This is an optimization exercise on Yosys and OpenROAD, whose aim is small area, a short achievable clock period and few clock cycles, not a production implementation. At most, simulation tests tie the RTL to the original design; equivalence was not proved. Power is estimated from default activity; no workload was simulated.

==> v15 <==
==> flow/design.v (excerpt) <==
module lemon_xfer (
    input  wire        clk,
    input  wire        rst,
    input  wire        start,
    input  wire [31:0] cfg_in_addr,
    input  wire [31:0] cfg_out_addr,
    input  wire [15:0] cfg_in_width,
    input  wire [15:0] cfg_out_width,
    input  wire [15:0] cfg_out_height,
    input  wire [2:0]  cfg_in_fmt,
    input  wire [2:0]  cfg_out_fmt,
    input  wire [1:0]  cfg_scaling,
    input  wire        cfg_flip,
    input  wire        cfg_in_linear,
    input  wire        cfg_dont_swizzle,
    output reg         busy,
    output reg         done,
    output reg         error,
    output reg         mem_req,
    output reg         mem_we,
    output reg  [31:0] mem_addr,
    output reg  [31:0] mem_wdata,
    output reg  [3:0]  mem_be,
    input  wire        mem_ack,
    input  wire [31:0] mem_rdata
);
Settings: LEC_CHECK=0, CAP_MARGIN=20, CORE_MARGIN=2, CORE_UTILIZATION=40, SLEW_MARGIN=20; clock period 17.5 ns.
standard.sh (not shown) runs the stock make flow with config.mk's settings and CLKGATE_MAP_FILE= SYNTH_SCRIPT=/design/flow/synth_recipe.tcl, a recipe that flattens the netlist after the stock synthesis.
==> flow/flow/run.sh <==
#!/bin/bash
# Layout flow: the standard flow (standard.sh) with two changes to how the layout
# is made: ports are buffered with buf_2 cells instead of the resizer's default
# delay buffer, and the resizer's timing repair aims for more setup slack.
# The clock period and constraints are the standard flow's own (constraint.sdc).
set -euo pipefail
bash standard.sh \
  "BUFFER_PORTS_ARGS=-buffer_cell sky130_fd_sc_hd__buf_2" \
  SETUP_SLACK_MARGIN=13 \
  finish > flow_make.log 2>&1
==> inputs of v10, as changes to v15 <==
--- a/flow/design.v
+++ b/flow/design.v
@@ -65,30 +65,30 @@
     wire [1:0] last_k = bi2 ? {1'b0, n4} : (n1 ? 2'd0 : n4 ? 2'd3 : 2'd1);
     wire [2:0] ystep = vs ? 3'd2 : 3'd1;
     function [7:0] mulb(input [5:0] v, input b2, input b3);
         mulb = b2 ? {1'b0, v, 1'b0} : b3 ? ({2'b0, v} + {1'b0, v, 1'b0}) : {v, 2'b0};
     endfunction
     function [5:0] ilv(input [2:0] j);
         ilv = {j[2], 1'b0, j[1], 1'b0, j[0], 1'b0};
     endfunction
-    function [23:0] beat(input [1:0] kk, input pp, input [2:0] xl, input e1, input e2,
-                         input y1);
+    function [23:0] beat(input [1:0] kk, input pp, input [2:0] xl, input [15:0] xr,
+                         input [15:0] yr);
         reg pair, lastb, gend, growend, rowend, last, run_end, gjmp;
         reg [2:0] xc, xg;
         reg [1:0] js;
         reg [5:0] ji, dj;
         reg [7:0] st, ds;
         begin
-            pair    = bo2 & !e1;
+            pair    = bo2 & (xr != 16'd1);
             lastb   = (kk == last_k);
             gend    = dual | (pp == pair);
-            growend = pair ? e2 : e1;
+            growend = (xr == (pair ? 16'd2 : 16'd1));
             rowend  = lastb & gend & growend;
-            last    = growend & y1;
+            last    = growend & (yr == 16'd1);
             xc      = xl + {2'd0, pp};
             js      = hs ? xc[1:0] : xc[2:1];
             case ({vs, js})
                 3'b000, 3'b010: ji = 6'd2;
                 3'b001:         ji = 6'd10;
                 3'b011:         ji = 6'd42;
                 3'b100, 3'b110: ji = 6'd0;
                 3'b101:         ji = 6'd8;
@@ -102,39 +102,32 @@
             case (xg[2:1])
                 2'd0, 2'd2: dj = 6'd2; 2'd1: dj = 6'd10; default: dj = 6'd42;
             endcase
             ds = (bo2 ? (pair ? 8'd4 : 8'd2) : bo3 ? 8'd3 : 8'd4)
                + (gjmp ? mulb(dj, bo2, bo3) : 8'd0);
             beat = {st, ds, (kk == 2'd0), lastb, gend, growend, pair, rowend, last & rowend, last};
         end
     endfunction
-    wire x_1 = (xrem == 16'd1), x_2 = (xrem == 16'd2), x_3 = (xrem == 16'd3), x_4 = (xrem == 16'd4);
-    wire o_1 = (ow == 16'd1), o_2 = (ow == 16'd2);
-    wire y_1 = (yrem == 16'd1), y_2 = (yrem == 16'd2);
-    wire [23:0] bc = beat(k, px, xlo, x_1, x_2, y_1);
-    wire [23:0] b0 = beat(2'd0, 1'b0, 3'd0, o_1, o_2, y_1);
+    wire [23:0] bc = beat(k, px, xlo, xrem, yrem);
+    wire [23:0] b0 = beat(2'd0, 1'b0, 3'd0, ow, yrem);
     wire c_k0 = bc[7], c_lastb = bc[6], c_gend = bc[5], c_growend = bc[4], c_pair = bc[3];
     wire [7:0] c_dstep = bc[15:8];
     wire c_glast = bc[0];
     wire [1:0]  k_n    = c_lastb ? 2'd0 : k + 2'd1;
     wire        px_n   = c_lastb ? !c_gend : px;
     wire        grp_n  = c_lastb & c_gend;
-    wire        x_gt8 = (xrem[15:4] != 12'd0) || xrem[3] && (xrem[2:0] != 3'd0);
-    wire [15:0] xrem_d = xrem - (stp ? (x_gt8 ? 16'd8 : 16'd1) : (c_pair ? 16'd2 : 16'd1));
+    wire [15:0] xrem_d = xrem - (stp ? (dtiled ? 16'd8 : 16'd1) : (c_pair ? 16'd2 : 16'd1));
     wire [15:0] xrem_n = !grp_n ? xrem : c_growend ? ow : xrem_d;
     wire [2:0]  xlo_n  = !grp_n ? xlo  : c_growend ? 3'd0 : xlo + (c_pair ? 3'd2 : 3'd1);
     wire [15:0] yrem_n = (grp_n & c_growend) ? yrem - 16'd1 : yrem;
-    wire e1_n = !grp_n ? x_1 : c_growend ? o_1 : (c_pair ? x_3 : x_2);
-    wire e2_n = !grp_n ? x_2 : c_growend ? o_2 : (c_pair ? x_4 : x_3);
-    wire y1_n = (grp_n & c_growend) ? y_2 : y_1;
-    wire [23:0] bn = beat(k_n, px_n, xlo_n, e1_n, e2_n, y1_n);
+    wire [23:0] bn = beat(k_n, px_n, xlo_n, xrem_n, yrem_n);
     wire        rdst  = mem_we | !run;
     wire [31:0] r_a   = rdst ? dbase : sbase;
-    wire [20:0] r_big = rdst ? ((dtiled | stp & x_gt8) ? {D, 3'd0} : {3'd0, D}) : (stiled ? {S, 3'd0} : {3'd0, S});
+    wire [20:0] r_big = rdst ? (dtiled ? {D, 3'd0} : {3'd0, D}) : (stiled ? {S, 3'd0} : {3'd0, S});
     wire        r_w   = rdst ? d_wrap : s_wrap;
     wire [20:0] r_x   = r_w ? r_big : {13'd0, rdst ? d_il : s_il};
     wire        r_neg = rdst & dir & !stp & !stp2;
     wire [31:0] r_b   = r_neg ? ~{11'd0, r_x} : {11'd0, r_x};
     wire [31:0] row_nx = r_a + r_b + {31'd0, r_neg};
     wire [31:0] ptr_nx = mem_addr + {24'd0, mem_we ? w_dstep : r_step};
     function [8:0] rowc(input [2:0] j, input b2, input b3, input tiled, input back);
         reg [5:0] v;
@@ -184,17 +177,17 @@
     wire nx_req = nx_we | (mem_we ? !rdone : !last_rd);
     wire fin    = wr_ack & w_last;
     wire bad = (scal == 2'd3) || (slin && scal != 2'd0) || (ifmt > 3'd4) || (ofmt > 3'd4);
     wire [15:0] m_in  = st2 ? ow : S[15:0];
     wire        m2    = st2 ? bo2 : bi2;
     wire        m3    = st2 ? bo3 : bi3;
     wire [17:0] m_out = m2 ? {1'b0, m_in, 1'b0} : m3 ? ({2'b0, m_in} + {1'b0, m_in, 1'b0}) : {m_in, 2'b0};
     wire [2:0]  ohm1  = yrem[2:0] - 3'd1;
-    wire        pre_more = x_gt8 | !dtiled & (xrem[15:1] != 15'd0);
+    wire        pre_more = dtiled ? (xrem[15:4] != 12'd0 || xrem[3] && xrem[2:0] != 3'd0) : (xrem[15:1] != 15'd0);
     wire        empty = (ow == 16'd0) || (yrem == 16'd0);
     wire [8:0] s_rc0 = rowc(ystep, bi2, bi3, stiled, 1'b0);
     wire [8:0] s_rcn = rowc(ylo + ystep + ystep, bi2, bi3, stiled, 1'b0);
     wire [2:0] oy_n  = dir ? oylo - 3'd1 : oylo + 3'd1;
     wire [8:0] d_rcn = rowc(dir ? oy_n - 3'd1 : oy_n + 3'd1, bo2, bo3, dtiled, dir);
     wire [8:0] d_rc0 = rowc(3'd1, bo2, bo3, dtiled, 1'b0);
     wire [8:0] d_rcb = rowc(oylo - 3'd1, bo2, bo3, dtiled, 1'b1);
     wire       go_run = st2 & !flip & !empty | stp3;
==> flow/flow/run.sh (replaced) <==
#!/bin/bash
# Layout flow: the standard flow (standard.sh) with two changes to how the layout
# is made: ports are buffered with buf_2 cells instead of the resizer's default
# delay buffer, and the resizer's timing repair aims for more setup slack.
# The clock period and constraints are the standard flow's own (constraint.sdc).
set -euo pipefail
bash standard.sh \
  "BUFFER_PORTS_ARGS=-buffer_cell sky130_fd_sc_hd__buf_2" \
  SETUP_SLACK_MARGIN=12.5 \
  finish > flow_make.log 2>&1
- CORE_UTILIZATION: 40 -> 60
==> inputs of v7, as changes to v15 <==
==> flow/design.v (replaced) <==
module lemon_xfer (
    input  wire        clk,
    input  wire        rst,
    input  wire        start,
    input  wire [31:0] cfg_in_addr,
    input  wire [31:0] cfg_out_addr,
    input  wire [15:0] cfg_in_width,
    input  wire [15:0] cfg_out_width,
    input  wire [15:0] cfg_out_height,
    input  wire [2:0]  cfg_in_fmt,
    input  wire [2:0]  cfg_out_fmt,
    input  wire [1:0]  cfg_scaling,
    input  wire        cfg_flip,
    input  wire        cfg_in_linear,
    input  wire        cfg_dont_swizzle,
    output reg         busy,
    output reg         done,
    output reg         error,
    output reg         mem_req,
    output reg         mem_we,
    output reg  [31:0] mem_addr,
    output reg  [31:0] mem_wdata,
    output reg  [3:0]  mem_be,
    input  wire        mem_ack,
    input  wire [31:0] mem_rdata
);
    reg st1, st2, stp, stp2, stp3, run;
    reg [2:0]  ifmt, ofmt;
    reg [1:0]  scal;
    reg        slin, dswz, flip;
    reg        o_0, o_1, o_2;     
    reg [17:0] S, D;              
    reg [31:0] sp, sbase, dp, dbase;
    reg [17:0] xrem;              
    reg [15:0] yrem;              
    reg [2:0]  xlo;               
    reg [2:0]  ylo;               
    reg [2:0]  oylo;              
    reg [1:0]  k;                 
    reg        px;                
    reg        rdone;             
    reg [7:0]  r_step;
    reg        r_rowend, r_last, r_swrap;
    reg [7:0]  s_il, d_il;
    reg        s_wrap, d_wrap;
    reg        rd_on, wr_on;
    reg        pbig;              
    reg        ld;
    reg [31:0] rdat;
    reg        rv;
    reg        t_k0, t_lastb, t_px, t_gend, t_rowend, t_pair, t_last;
    reg [7:0]  t_dstep;
    reg [9:0]  acc_r, acc_g, acc_b, acc_a;
    reg        w_rowend, w_last, w_dwrap;
    reg [7:0]  w_dstep;
    reg        hpend;
    reg [15:0] hd;
    wire hs  = scal[0] | scal[1];
    wire vs  = scal[1];
    wire stiled = !slin;
    wire dtiled = slin ^ dswz;
    wire dir = flip;                    
    wire bi2 = ifmt[2] | ifmt[1];       
    wire bi3 = (ifmt == 3'd1);
    wire bo2 = ofmt[2] | ofmt[1];
    wire bo3 = (ofmt == 3'd1);
    wire n1  = !hs;
    wire n4  = vs;
    wire dual = bi2 & n1;
    wire [1:0] last_k = bi2 ? {1'b0, n4} : (n1 ? 2'd0 : n4 ? 2'd3 : 2'd1);
    wire [2:0] ystep = vs ? 3'd2 : 3'd1;
    function [7:0] mulb(input [5:0] v, input b2, input b3);
        mulb = b2 ? {1'b0, v, 1'b0} : b3 ? ({2'b0, v} + {1'b0, v, 1'b0}) : {v, 2'b0};
    endfunction
    function [5:0] ilv(input [2:0] j);
        ilv = {j[2], 1'b0, j[1], 1'b0, j[0], 1'b0};
    endfunction
    function [23:0] beat(input [1:0] kk, input pp, input [2:0] xl, input e1, input e2,
                         input y1);
        reg pair, lastb, gend, growend, rowend, last, run_end, gjmp;
        reg [2:0] xc, xg;
        reg [1:0] js;
        reg [5:0] ji, dj;
        reg [7:0] st, ds;
        begin
            pair    = (bo2 | dual) & !e1;
            lastb   = (kk == last_k);
            gend    = dual | (pp == pair);
            growend = pair ? e2 : e1;
            rowend  = lastb & gend & growend;
            last    = growend & y1;
            xc      = xl + {2'd0, pp};
            js      = hs ? xc[1:0] : xc[2:1];
            case ({vs, js})
                3'b000, 3'b010: ji = 6'd2;
                3'b001:         ji = 6'd10;
                3'b011:         ji = 6'd42;
                3'b100, 3'b110: ji = 6'd0;
                3'b101:         ji = 6'd8;
                default:        ji = 6'd40;
            endcase
            run_end = stiled & lastb & (hs | dual | xc[0]);
            st = (bi2 ? ((n1 & !dual) ? 8'd2 : 8'd4) : bi3 ? 8'd3 : 8'd4)
               + (run_end ? mulb(ji, bi2, bi3) : 8'd0);
            xg   = xl + {2'd0, pair};
            gjmp = dtiled & xg[0];
            case (xg[2:1])
                2'd0, 2'd2: dj = 6'd2; 2'd1: dj = 6'd10; default: dj = 6'd42;
            endcase
            ds = (bo2 ? (pair ? 8'd4 : 8'd2) : bo3 ? 8'd3 : 8'd4)
               + (gjmp ? mulb(dj, bo2, bo3) : 8'd0);
            beat = {st, ds, (kk == 2'd0), lastb, gend, growend, pair, rowend, last & rowend, last};
        end
    endfunction
    wire [2:0] bov = bo2 ? 3'd2 : bo3 ? 3'd3 : 3'd4;
    wire       xhz = (xrem[17:5] == 13'd0);
    wire x_1 = xhz & (xrem[4:0] == {2'd0, bov}), x_2 = xhz & (xrem[4:0] == {1'd0, bov, 1'b0});
    wire x_3 = xhz & (xrem[4:0] == {2'd0, bov} + {1'd0, bov, 1'b0}), x_4 = xhz & (xrem[4:0] == {bov, 2'b0});
    wire y_1 = (yrem == 16'd1), y_2 = (yrem == 16'd2);
    wire [23:0] bc = beat(k, px, xlo, x_1, x_2, y_1);
    wire [23:0] b0 = beat(2'd0, 1'b0, 3'd0, o_1, o_2, y_1);
    wire c_k0 = bc[7], c_lastb = bc[6], c_gend = bc[5], c_growend = bc[4], c_pair = bc[3];
    wire [7:0] c_dstep = bc[15:8];
    wire c_glast = bc[0];
    wire [1:0]  k_n    = c_lastb ? 2'd0 : k + 2'd1;
    wire        px_n   = c_lastb ? !c_gend : px;
    wire        grp_n  = c_lastb & c_gend;
    wire        x_gt8 = (xrem[17:4] != 14'd0) || xrem[3] && (xrem[2:0] != 3'd0);
    wire [17:0] xrem_d = xrem - (stp ? (x_gt8 ? 18'd8 : 18'd1) : {14'd0, c_pair ? {bov, 1'b0} : {1'b0, bov}});
    wire [17:0] xrem_n = !grp_n ? xrem : c_growend ? D : xrem_d;
    wire [2:0]  xlo_n  = !grp_n ? xlo  : c_growend ? 3'd0 : xlo + (c_pair ? 3'd2 : 3'd1);
    wire [15:0] yrem_n = (grp_n & c_growend) ? yrem - 16'd1 : yrem;
    wire e1_n = !grp_n ? x_1 : c_growend ? o_1 : (c_pair ? x_3 : x_2);
    wire e2_n = !grp_n ? x_2 : c_growend ? o_2 : (c_pair ? x_4 : x_3);
    wire y1_n = (grp_n & c_growend) ? y_2 : y_1;
    wire [23:0] bn = beat(k_n, px_n, xlo_n, e1_n, e2_n, y1_n);
    wire        rdst  = wr_on | !run;
    wire [31:0] r_a   = rdst ? dbase : sbase;
    wire [20:0] r_big = rdst ? ((dtiled | stp & pbig) ? {D, 3'd0} : {3'd0, D}) : (stiled ? {S, 3'd0} : {3'd0, S});
    wire        r_w   = rdst ? d_wrap : s_wrap;
    wire [20:0] r_x   = r_w ? r_big : {13'd0, rdst ? d_il : s_il};
    wire        r_neg = rdst & dir & !stp & !stp2;
    wire [31:0] r_b   = r_neg ? ~{11'd0, r_x} : {11'd0, r_x};
    wire [31:0] row_nx = r_a + r_b + {31'd0, r_neg};
    wire [7:0]  we_dstep = hpend ? {5'd0, bov} : w_dstep;
    wire        we_rowend = w_rowend & !hpend;
    wire [31:0] ptr_nx = mem_addr + {24'd0, wr_on ? we_dstep : r_step};
    function [8:0] rowc(input [2:0] j, input b2, input b3, input tiled, input back);
        reg [5:0] v;
        begin
            v = back ? 6'd42 - ilv(j) : ilv(j);
            rowc = {!tiled | (back ? (j == 3'd7) : (j == 3'd0)), mulb(v, b2, b3)};
        end
    endfunction
    function [31:0] dec16(input [2:0] f, input [15:0] p);
        case (f)
            3'd2:    dec16 = {p[15:11], p[15:13], p[10:5], p[10:9], p[4:0], p[4:2], 8'hFF};
            3'd3:    dec16 = {p[15:11], p[15:13], p[10:6], p[10:8], p[5:1], p[5:3], {8{p[0]}}};
            default: dec16 = {p[15:12], p[15:12], p[11:8], p[11:8], p[7:4], p[7:4], p[3:0], p[3:0]};
        endcase
    endfunction
    wire [31:0] d_lo = dec16(ifmt, hpend ? hd : rdat[15:0]);
    wire [31:0] d_hi = dec16(ifmt, rdat[31:16]);
    wire [31:0] d_w  = ifmt[0] ? {rdat[23:0], 8'hFF} : rdat;
    wire [31:0] s0   = bi2 ? d_lo : d_w;
    wire        two  = bi2 & !n1;
    wire [31:0] h    = two ? d_hi : 32'd0;
    wire [9:0]  t_r = (t_k0 | hpend ? 10'd0 : acc_r) + s0[31:24] + h[31:24];
    wire [9:0]  t_g = (t_k0 | hpend ? 10'd0 : acc_g) + s0[23:16] + h[23:16];
    wire [9:0]  t_b = (t_k0 | hpend ? 10'd0 : acc_b) + s0[15:8]  + h[15:8];
    wire [9:0]  t_a = (t_k0 | hpend ? 10'd0 : acc_a) + s0[7:0]   + h[7:0];
    wire [7:0]  cr = n1 ? t_r[7:0] : n4 ? t_r[9:2] : t_r[8:1];
    wire [7:0]  cg = n1 ? t_g[7:0] : n4 ? t_g[9:2] : t_g[8:1];
    wire [7:0]  cb = n1 ? t_b[7:0] : n4 ? t_b[9:2] : t_b[8:1];
    wire [7:0]  ca = n1 ? t_a[7:0] : n4 ? t_a[9:2] : t_a[8:1];
    function [15:0] enc16(input [2:0] f, input [31:0] c);
        case (f)
            3'd2:    enc16 = {c[31:27], c[23:18], c[15:11]};
            3'd3:    enc16 = {c[31:27], c[23:19], c[15:11], c[7]};
            default: enc16 = {c[31:28], c[23:20], c[15:12], c[7:4]};
        endcase
    endfunction
    wire [31:0] cpix = {cr, cg, cb, ca};
    wire [15:0] e_lo = enc16(ofmt, cpix);
    wire [15:0] e_hi = enc16(ofmt, d_hi);
    wire [31:0] e_w  = ofmt[0] ? {8'd0, cr, cg, cb} : cpix;
    wire rd_ack = rd_on & mem_ack;
    wire wr_ack = wr_on & mem_ack;
    wire p_go   = rv & !hpend & !(t_lastb & wr_on);             
    wire p_wfin = p_go & t_lastb & t_gend;              
    wire last_rd = rdone | (rd_ack & r_last);
    wire h_go   = hpend & wr_ack;                       
    wire nx_we  = wr_on ? (!mem_ack | hpend) : p_wfin;
    wire nx_req = nx_we | (wr_on ? !rdone : !last_rd);
    wire fin    = wr_ack & w_last & !hpend;
    wire bad = (scal == 2'd3) || (slin && scal != 2'd0) || (ifmt > 3'd4) || (ofmt > 3'd4);
    wire [15:0] m_in  = st2 ? D[15:0] : S[15:0];
    wire        m2    = st2 ? bo2 : bi2;
    wire        m3    = st2 ? bo3 : bi3;
    wire [17:0] m_out = m2 ? {1'b0, m_in, 1'b0} : m3 ? ({2'b0, m_in} + {1'b0, m_in, 1'b0}) : {m_in, 2'b0};
    wire [2:0]  ohm1  = yrem[2:0] - 3'd1;
    wire        pre_more = x_gt8 | !dtiled & (xrem[17:1] != 17'd0);
    wire        empty = o_0 || (yrem == 16'd0);
    wire [15:0] owc   = (cfg_scaling == 2'd1 || cfg_scaling == 2'd2) ? {1'b0, cfg_out_width[15:1]} : cfg_out_width;
    wire [8:0] s_rc0 = rowc(ystep, bi2, bi3, stiled, 1'b0);
    wire [8:0] s_rcn = rowc(ylo + ystep + ystep, bi2, bi3, stiled, 1'b0);
    wire [2:0] oy_n  = dir ? oylo - 3'd1 : oylo + 3'd1;
    wire [8:0] d_rcn = rowc(dir ? oy_n - 3'd1 : oy_n + 3'd1, bo2, bo3, dtiled, dir);
    wire [8:0] d_rc0 = rowc(3'd1, bo2, bo3, dtiled, 1'b0);
    wire [8:0] d_rcb = rowc(oylo - 3'd1, bo2, bo3, dtiled, 1'b1);
    wire       go_run = st2 & !flip & !empty | stp3;
    always @(posedge clk) begin
        if (rst) begin
            busy    <= 1'b0;
            ld      <= 1'b1;
            done    <= 1'b0;
            error   <= 1'b0;
            mem_req <= 1'b0;
            mem_we  <= 1'b0;
            rd_on   <= 1'b0;
            wr_on   <= 1'b0;
            st1 <= 1'b0; st2 <= 1'b0; stp <= 1'b0; stp2 <= 1'b0; stp3 <= 1'b0; run <= 1'b0;
        end else if (ld) begin
            done  <= 1'b0;
            error <= 1'b0;
            busy  <= start;
            ld    <= !start;
            st1   <= start;
        end else begin
            st1  <= 1'b0;
            st2  <= st1 & !bad;
            stp  <= st2 & flip & !empty | stp & pre_more;
            stp2 <= stp & !pre_more;
            stp3 <= stp2;
            if (st1 & bad) begin
                busy  <= 1'b0;
                ld    <= 1'b1;
                error <= 1'b1;
            end
            if (st2 & empty) begin
                busy <= 1'b0;
                ld   <= 1'b1;
                done <= 1'b1;
            end
            if (go_run) begin
                run     <= 1'b1;
                mem_req <= 1'b1;
                rd_on   <= 1'b1;
            end
            if (run) begin
                mem_we  <= nx_we;
                mem_req <= nx_req & !fin;
                rd_on   <= !nx_we & nx_req & !fin;
                wr_on   <= nx_we & !fin;
                if (fin) begin
                    run  <= 1'b0;
                    busy <= 1'b0;
                    ld   <= 1'b1;
                    done <= 1'b1;
                end
            end
        end
    end
    always @(posedge clk) begin
        if (ld) begin
            ifmt <= cfg_in_fmt;
            ofmt <= cfg_out_fmt;
            scal <= cfg_scaling;
            slin <= cfg_in_linear;
            dswz <= cfg_dont_swizzle;
            flip <= cfg_flip;
        end
        if (ld)
            S <= {2'd0, cfg_in_width};
        else if (st1)
            S <= m_out;
        if (ld)
            D <= {2'd0, owc};
        else if (st2)
            D <= m_out;
        if (ld) begin
            o_0 <= (owc == 16'd0);
            o_1 <= (owc == 16'd1);
            o_2 <= (owc == 16'd2);
        end
    end
    always @(posedge clk) begin
        if (ld)
            sp <= cfg_in_addr;
        else if (rd_ack)
            sp <= r_rowend ? row_nx : ptr_nx;
        if (ld)
            sbase <= cfg_in_addr;
        else if (rd_ack & r_swrap)
            sbase <= row_nx;
        if (ld)
            dp <= cfg_out_addr;
        else if (stp3 | wr_ack)
            dp <= (stp3 | we_rowend) ? row_nx : ptr_nx;
        if (ld)
            dbase <= cfg_out_addr;
        else if (stp & pre_more | stp2 | wr_ack & w_dwrap & !hpend)
            dbase <= row_nx;
        if (st1)
            mem_addr <= sp;
        else if (wr_on ? wr_ack : (p_wfin | rd_ack))
            mem_addr <= wr_on ? (hpend ? ptr_nx : sp) : p_wfin ? dp : r_rowend ? row_nx : ptr_nx;
    end
    always @(posedge clk) begin
        if (st1) begin
            xlo   <= 3'd0;
            ylo   <= 3'd0;
            k     <= 2'd0;
            px    <= 1'b0;
            rdone <= 1'b0;
            {s_wrap, s_il} <= s_rc0;
        end else if (ld) begin
            yrem <= (cfg_scaling == 2'd2) ? {1'b0, cfg_out_height[15:1]} : cfg_out_height;
        end
        if (st2)
            pbig <= (yrem[15:4] != 12'd0) || yrem[3] && (yrem[2:0] != 3'd0);
        else if (stp)
            pbig <= pbig & ((xrem[17:5] != 13'd0) || xrem[4] && (xrem[3:0] != 4'd0));    
        if (st2)
            xrem <= flip ? {2'd0, yrem} : m_out;
        else if (stp)
            xrem <= xrem_d;
        else if (stp3)
            xrem <= D;
        else if (rd_ack)
            xrem <= xrem_n;
        if (go_run) begin
            r_step   <= b0[23:16];
            r_rowend <= b0[2];
            r_last   <= b0[1];
            r_swrap  <= b0[2] & s_wrap;
        end else if (rd_ack) begin
            k    <= k_n;
            px   <= px_n;
            xlo  <= xlo_n;
            yrem <= yrem_n;
            r_step   <= bn[23:16];
            r_rowend <= bn[2];
            r_last   <= bn[1];
            r_swrap  <= bn[2] & (r_rowend ? s_rcn[8] : s_wrap);
            if (r_rowend) begin
                ylo <= ylo + ystep;
                {s_wrap, s_il} <= s_rcn;
            end
            if (r_last) rdone <= 1'b1;
        end
        if (!wr_on) begin
            rdat     <= mem_rdata;
            t_k0     <= c_k0;
            t_lastb  <= c_lastb;
            t_px     <= px;
            t_gend   <= c_gend;
            t_rowend <= c_growend;
            t_pair   <= c_pair;
            t_last   <= c_glast;
            t_dstep  <= c_dstep;
        end
        if (st1)
            rv <= 1'b0;
        else
            rv <= rd_ack | (rv & !p_go);
    end
    always @(posedge clk) begin
        if (p_go) begin
            acc_r <= t_r; acc_g <= t_g; acc_b <= t_b; acc_a <= t_a;
            if (t_lastb) begin
                if (bo2) begin
                    if (dual)
                        mem_wdata <= {e_hi, e_lo};
                    else if (t_px)
                        mem_wdata[31:16] <= e_lo;
                    else
                        mem_wdata[15:0] <= e_lo;
                end else begin
                    mem_wdata <= e_w;
                end
            end
        end else if (h_go) begin
            mem_wdata <= e_w;
        end
        if (st1)
            hpend <= 1'b0;
        else if (p_wfin & dual & !bo2 & t_pair)
            hpend <= 1'b1;
        else if (h_go)
            hpend <= 1'b0;
        if (p_go)
            hd <= rdat[31:16];
        if (p_wfin) begin
            w_rowend <= t_rowend;
            w_last   <= t_last;
            w_dstep  <= t_dstep;
            mem_be   <= bo2 ? (t_pair ? 4'b1111 : 4'b0011) : bo3 ? 4'b0111 : 4'b1111;
        end
    end
    always @(posedge clk) begin
        if (st1) begin
            oylo <= 3'd0;
            {d_wrap, d_il} <= d_rc0;
        end else if (st2 & flip | stp & pre_more) begin
            d_wrap <= 1'b1;
        end else if (stp) begin
            d_wrap <= 1'b0;
            d_il   <= dtiled ? mulb(6'd42, bo2, bo3) : 8'd0;
        end else if (stp2) begin
            oylo   <= ohm1;
            d_wrap <= 1'b0;
            d_il   <= dtiled ? mulb(6'd42 - ilv(ohm1), bo2, bo3) : 8'd0;
        end else if (stp3) begin
            {d_wrap, d_il} <= d_rcb;
        end else if (wr_ack & we_rowend) begin
            oylo <= oy_n;
            {d_wrap, d_il} <= d_rcn;
        end
        if (p_wfin)
            w_dwrap <= t_rowend & d_wrap;
        else if (wr_ack & we_rowend)
            w_dwrap <= 1'b0;
    end
endmodule
==> flow/flow/run.sh (replaced) <==
#!/bin/bash
# Layout flow: the standard flow (standard.sh) with two changes to how the layout
# is made: ports are buffered with buf_1 cells instead of the resizer's default
# delay buffer, and the resizer's timing repair aims for more setup slack.
# The clock period and constraints are the standard flow's own (constraint.sdc).
set -euo pipefail
bash standard.sh \
  "BUFFER_PORTS_ARGS=-buffer_cell sky130_fd_sc_hd__buf_1" \
  SETUP_SLACK_MARGIN=12.5 \
  finish > flow_make.log 2>&1
==> qor summary <==
| item | v15 | v7 | v10 |
|---|---|---|---|
| Run status | finished clean | finished clean | finished clean |
| Worst Setup EP | dp[30] | mem_addr[18] | mem_addr[30] |
| Shortest clock period the worst path allows after layout | 5174 ps | 4930 ps | 4914 ps |
| Number of enable-type register cells in the synthesized netlist | 404 | 408 | 388 |
| Hold slack final | 420.8 ps | 422.6 ps | 421.4 ps |
| Hold Startpoint | t_dstep[0] | t_dstep[5] | t_dstep[2] |
| Final antenna diode count | 2 | 1 | 2 |
| Met1 Resource Use GR | 38.68% | 38.92% | 49.39% |
| Non-clock buffer contribution to total cell area | 9.339% | 4.569% | 6.279% |
| Cell Count Post-Placement | 4,480 | 4,771 | 4,121 |
| Netlist Area Pre-Place | 0.03077 mm2 | 0.03232 mm2 | 0.03069 mm2 |
| Clock-net power | 1.11 mW | 1.16 mW | 1.05 mW |
| Worst-case setup margin in the final layout | 12,330 ps | 12,570 ps | 12,590 ps |
| Proportion of power drawn by combinational gates | 44.4% | 39.0% | 38.8% |
| Overall global routing resource usage | 28.27% | 28.11% | 39.06% |
| Detailed-router iteration count before antenna repair | 8 | 6 | 8 |
| Cell repeated most along the worst path | mux2i_1 | - | mux2i_1 |
| Worst Clk Skew | 36.00 ps | 41.47 ps | 20.57 ps |
| Count of nets after finishing | 4,040 | 4,117 | 3,872 |
| Cell with the biggest individual delay on the critical path | or4_4 | edfxtp_1 | a2111oi_4 |
| P per Cell Area | 117.4 mW/mm2 | 118.4 mW/mm2 | 115.9 mW/mm2 |
Testbench counts of v10, summed over its fixed seeds: cycles 105,671.
Testbench counts of v7, summed over its fixed seeds: cycles 100,726.
For v15, only the layout was checked, not whether the RTL still works.

re-timing with driven ports:
The flow's constraints put no driver on any port. The routed layouts listed below were extracted and timed again, unchanged, in two steps.
Step 1, drivers: a clkbuf_16 drives clk and a buf_2 each remaining input, both assumed.
Step 2 times the ports against the registers' clock, not the clock port: input delays grow and output delays shrink by t, the midpoint of the rising clock arrivals with the driver on.
Slacks: no drivers / after step 1 / after step 2; pairs: no drivers / after step 1.
run | t, ns | setup WS [ns] | hold WS [ns]
v15 | 0.676 | 12.326 / 12.326 / 12.326 | 0.421 / 0.421 / 0.421
v10 | 0.673 | 12.586 / 12.524 / 12.092 | 0.421 / 0.421 / 0.421
v7 | 0.677 | 12.570 / 12.509 / 11.970 | 0.423 / 0.423 / 0.423
After both steps setup and hold are still met in every run listed. For v7, which loses most, drivers alone change the setup slack by -0.061 ns; drivers and shift together by -0.600 ns.
